This design comes from an exercise in tuning for small area, a short achievable clock period and few clock cycles per item on the open sky130 flow, not from production work.
No functional check of the RTL was part of any run shown here.
Power is estimated from default activity; no workload was simulated.

==> flow/design.v, too long to show whole: its modules and the start of the top module <==
// module ate1_pixel_unit: 1078 lines
// module ate1_fa: 10 lines
module ate1_pixel_unit (
    input  wire        clk,
    input  wire        rst,         
    input  wire        in_valid,
    output wire        in_ready,
    input  wire [3:0]  in_op,
    input  wire [63:0] in_d,
    input  wire [63:0] in_s,
    input  wire [16:0] in_t,
    output reg         out_valid,
    input  wire        out_ready,
    output reg  [63:0] out_p
);
  // ...
==> flow/flow/run.sh <==
#!/bin/bash
# Standard layout (bash standard.sh) with two changes to how it is made:
# - timing repair aims to leave flow/setup_margin ns of setup slack, so it
#   works towards a shorter period than the 16 ns clock (the SDC is unchanged);
# - the port buffers that buffer_ports inserts are buf_1 cells.
# The make output goes to flow_make.log; ORFS's own logs are under orfs/logs.
set -euo pipefail
export SETUP_SLACK_MARGIN=$(cat flow/setup_margin)
export BUFFER_PORTS_ARGS="-buffer_cell sky130_fd_sc_hd__buf_1"
bash standard.sh > flow_make.log 2>&1
==> flow/flow/setup_margin <==
10.8
==> flow/standard.sh <==
#!/bin/bash
# synth_recipe.tcl (not shown) runs the flow's synth.tcl, then flattens the netlist and writes it again
# the make line also repeats each setting of config.mk as NAME=value (left out here)
make -C /OpenROAD-flow-scripts/flow DESIGN_CONFIG=/design/flow/config.mk WORK_HOME=/design/flow/orfs CLKGATE_MAP_FILE= SYNTH_SCRIPT=/design/flow/synth_recipe.tcl "${@:-finish}"
==> flow/config.mk <==
export PLATFORM = sky130hd
export DESIGN_NAME = ate1_pixel_unit
export DESIGN_NICKNAME = ate1_pixel_unit
export VERILOG_FILES = /design/flow/design.v
export SDC_FILE = /design/flow/constraint.sdc
export NUM_CORES = 8
export LEC_CHECK = 0
export CAP_MARGIN = 20
export CORE_MARGIN = 2
export CORE_UTILIZATION = 45
export CTS_CLUSTER_DIAMETER = 200
export CTS_CLUSTER_SIZE = 20
export SLEW_MARGIN = 20
export SYNTH_HIERARCHICAL = 1
==> flow/constraint.sdc <==
create_clock -name core_clock -period 16.0 [get_ports {clk}]
set_input_delay 3.2000 -clock core_clock [delete_from_list [all_inputs] [get_ports {clk}]]
set_output_delay 3.2000 -clock core_clock [all_outputs]
set_load 0.01 [all_outputs]
==> out/metrics.yaml, run 1 <==
outcome:
  status: "no timing/DRC/antenna violations"
finish:
  nets: 8638
  largest_cell_class: "multi-input combinational cells"
  area_delta_synth_final_pct: 11.41
  seq_area_share_pct: 28.32
  final-clk-cell-share_pct: 1.462
  top_register: "p1_s"
  multi_input_gates: 5466
  nNonClkInverters: 301
clock_network:
  clock_latency_ns: 0.71
  hold_buffers: 0
  cts_tree: "yes"
timing:
  whs_ns: 0.4151
  rsz0062_at_grt: "yes"
pwr:
  p_leak_uw: 0.03545
  switchingPower_uw: 7490
  p_seq_share_pct: 22.8
yosys:
  yosys_warnings: 7
  synthAdderAreaFrac_pct: 33.14
  synth.top_cell.area_share_pct: 31.41
  synth_nets: 8392
floorplan:
  rows: 147
  coreArea_um2: 160900
  start_util_pct: 45.39
  nWellTaps: 2160
routing:
  vias_per_cell: 5.954
  top_layer_used: "met5"
  wl_met2_um: 102100
  routedWlPerCell_um: 24.88
min_path:
  worstHoldStart: "ir_cw_rgb[24]"
critical_path:
  cpPeakStageDelay_ns: 0.38
  cp_data_required_time_ns: 16.43
  worst-r2r-cell-count: 13
  critical_path_buf_inv_count: 2
  endpoint: "ir_s[15]"
global_routing:
  overflow: 0
==> run 2: changes to the inputs <==
--- a/flow/config.mk
+++ b/flow/config.mk
@@ -11,4 +11,5 @@
 export CTS_CLUSTER_DIAMETER = 200
 export CTS_CLUSTER_SIZE = 20
+export GPL_ROUTABILITY_DRIVEN = 0
 export SLEW_MARGIN = 20
 export SYNTH_HIERARCHICAL = 1
==> out/metrics.yaml, run 2 <==
critical_path:
  cp_max_fo: 12
  end_kind: "register"
  arrival_ns: 5.65
  cp_data_required_time_ns: 16.44  # about the same
  cp-start-kind: "register"
  crit_type: "register to register"
min_path:
  hold_class: "register to register"
clock_network:
  hold_buffers: 0  # unchanged
  clk_pin_slew_worst_paths_ns: 0.09
  root_buffer: "clkbuf_16"
  ctsHtreeMaxLevel: 2
  clock-sinks: 769
  cts_buffers: 44
  cts_buffer_depth: 3
  clock_latency_ns: 0.71  # about the same
  cts_tree: "yes"
routing:
  drtIter0Drc: 5542
  vias_per_cell: 5.952  # about the same
  vias: 55130
  routedWlPerCell_um: 24.32  # -2.3%
  firstDrtPassIters: 10
  drtAntennaViolNets: 0
  totalWireLength_um: 225300
  drc_errors: 0
timing:
  post-route-period-util_pct: 32.53
  drv_slew: 0
  clock_skew_ns: 0.05242
  fin_ws_ns: 10.79
  fmax_ghz: 0.1921
  max_slew_margin_pct: 24.67
  totalNegativeSetupSlack_ns: 0
  hold_violations: 0
  rsz0062_at_grt: "yes"
  finalCriticalPeriod_ns: 5.205
  setup_viol: 0
  worst_pin_slew_ns: 1.130
finish:
  largest_reg_flops: 128
  final_core_util_pct: 50.58
  final_cells: 9263
  top_register: "p1_s"
  fillers: 14450
  layout_common_cells: "nor2_1 (1351), fa_1 (890), edfxtp_1 (764), ha_1 (475), nand2_1 (333)"
  area_delta_synth_final_pct: 11.42  # about the same
  top_regs: "p1_s: 128 flops, p1_c: 96 flops, p2_h: 72 flops"
  nets: 8636  # -0.023%
  drive_above_1_share_pct: 11.33
  layout_commonest_cell: "nor2_1"
yosys:
  yosysUniqueCellTypes: 98
  postSynthCellCount: 6841
  synthTopCellsByCount: "nor2_1 (1356), fa_1 (895), edfxtp_1 (764)"
  synthArstFlopShare_pct: 0
  synth_top_area_cell: "edfxtp_1"
  ys.flop_type: "edfxtp_1"
  yosys_warnings: 7  # unchanged
  synth.top_cell.area_share_pct: 31.41  # unchanged
  synth_nets: 8392  # unchanged
  synthTopCellsByArea: "edfxtp_1 (31%), fa_1 (25%), ha_1 (8.6%), nor2_1 (7.0%), a21oi_1 (2.5%)"
  yosysSeqAreaShare_pct: 31.54
  synth_seq_cells: 769
  synth_enable_flop_cells: 764
  syn_avg_cell_area_um2: 10.68
  synth_area_um2: 73050
  yosysMostFrequentCell: "nor2_1"
global_routing:
  grt_pass1_vias: 55450
  grt_use_total_pct: 27.14
  grt_pass1_wl_um: 338500
  overflow: 0  # unchanged
  grt_max_degree: 240
  antenna_found_initial: 21
place:
  dpl_worst_slack_ns: 9.778
  place_hpwl_um: 166300
  portBuffers: 218
  dpl.cell_count: 9029
floorplan:
  rows: 147  # unchanged
  die-area_um2: 165600
  coreArea_um2: 160900  # unchanged
  dieWidth_um: 406.9
  die_h_um: 406.9
  pin_count: 219
  start_util_pct: 45.39  # unchanged
pwr:
  power.total_uw: 16450
  p_comb_share_pct: 70.0
  p_leak_uw: 0.03544  # about the same
  power_frac_clock_pct: 7.3
  vdd_drop_max_mv: 0.1423
  cellInternalPower_uw: 8913
  power_density_nw_per_um2: 202.0
  p_seq_share_pct: 22.7  # about the same
  switchingPower_uw: 7532  # +0.56%
  swShare_pct: 45.80
flow_run:
  cap_violations: 0
outcome:
  status: "no timing/DRC/antenna violations"
[run 2: cell count changes in the layout (fill, tap and decap cells not counted), sizes merged]
cell / delta
clkbuf: -3
inv: -2
clkinv: +3
buf: +1
bufbuf: -1
[run 2: per-module statistics from Yosys, one instance, submodules excluded]
| module | times used | cells inside | area (µm²) |
|---|---|---|---|
| ate1_pixel_unit | 1 | 5969 | 55590 |
| ate1_fa | 872 | 1 | 20.02 |
[run 2: timing repair]
item	in CTS	in global routing
pin swaps	8	42
buffers inserted	121	47
gates resized for setup	92	148
endpoints found under the hold margin	0	0
endpoints found under the setup margin	219	202
[run 2: layer usage]
layer	routed length [µm]	share of wire, %	vias up	track usage, %
met1	89950	40	27390	36.10
met2	98680	44	2815	41.01
met4	10210	4.5	20	11.09
met5	138	0.061	-	0
met3	26280	12	580	8.622
li1	-	-	24330	-
[run 2: power by group through the flow]
stage          sequential [µW]  combinational, µW  clock [µW]
2_1_floorplan             3600               8180           0
3_3_place_gp              3760              10800           0
3_5_place_dp              3770              11000           0
4_1_cts                   3730              11200        1250
5_1_grt                   3780              13000        1290
6_report                  3730              11500        1200
[run 2: cell type report]
type                    count  area [µm²]  area share, %
repair buffers            503        3453          4.243
diodes                      8       20.02        0.02459
clock inverters             4       65.06        0.07993
multi-input cells        5466       49770          61.15
flip-flops and latches    769       23050          28.31
inverters                 301        1206          1.482
well taps                2160        2703          3.320
clock buffers              52        1131          1.390
[run 2: cells by family (layout without fill, tap and decap cells)]
family          Yosys count  count (layout)  share of synthesized area (%)
xor+xnor                344             344                          4.124
flops                   769             769                          31.54
simple gates           2277            2277                          13.65
fa+ha+maj              1398            1398                          33.14
other cells               0               8                              0
buf+inv                 606             860                          3.186
compound gates         1291            1291                          12.06
mux                     156             156                          2.295
[run 2: path summary, 6_finish.rpt]
path,startpoint,endpoint,slack (ns),depth (start not counted)
max reg2reg,ir_cw_rgb[4],p1_c[82],10.79,14
max,ir_cw_rgb[4],p1_c[82],10.79,14
min reg2reg,p1_add[37],p2_add[37],0.42,0
min,p1_add[37],p2_add[37],0.42,0
[run 2: critical path, cell delays in order, from the launching register on]
cell	delay (ns)
edfxtp_1	0.47
buf_4	0.19
buf_4	0.13
mux2i_1	0.11
nand3b_1	0.09
buf_4	0.19
a2111oi_4	0.57
buf_4	0.33
nor2_1	0.09
fa_1	0.46
fa_1	0.43
fa_1	0.52
fa_1	0.40
fa_1	0.54
fa_1	0.42
[run 2: per-stage QoR]
stage	area (µm²)	hold WS (ns)
2_1_floorplan	73820	0.4003
3_3_place_gp	77280	0.4032
3_5_place_dp	77320	0.4045
4_1_cts	80260	0.4220
5_1_grt	81390	0.4247
6_report	81400	0.4181

afterwards: timing with drivers on the ports:
In the flow no input, the clock included, has a driving cell. The finished layouts below were timed again as built, in two steps. Step 1, drivers: a clkbuf_16 drives clk and a buf_2 each remaining input, both assumed. Step 2 also shifts input and output timing later by t, the mid clock arrival at the registers, as if the neighbouring blocks saw the same clock. Slacks: ideal ports / drivers / drivers and shift; pairs: ideal ports / drivers.
| run | shift t [ns] | slack for setup (ns) | clock arrival spread, ns | worst register clock-pin slew, ns | pins driven straight from the clock port |
|---|---|---|---|---|---|
| run 1 | 0.754 | 10.851 / 10.888 / 10.155 | 0.074 / 0.073 | 0.12 / 0.12 | 1 |
| run 2 | 0.770 | 10.795 / 10.795 / 10.160 | 0.057 / 0.057 | 0.11 / 0.11 | 1 |
After both steps every run listed still meets setup and hold. For run 1, which loses most, drivers alone change the setup slack by +0.037 ns; drivers and shift together by -0.696 ns.
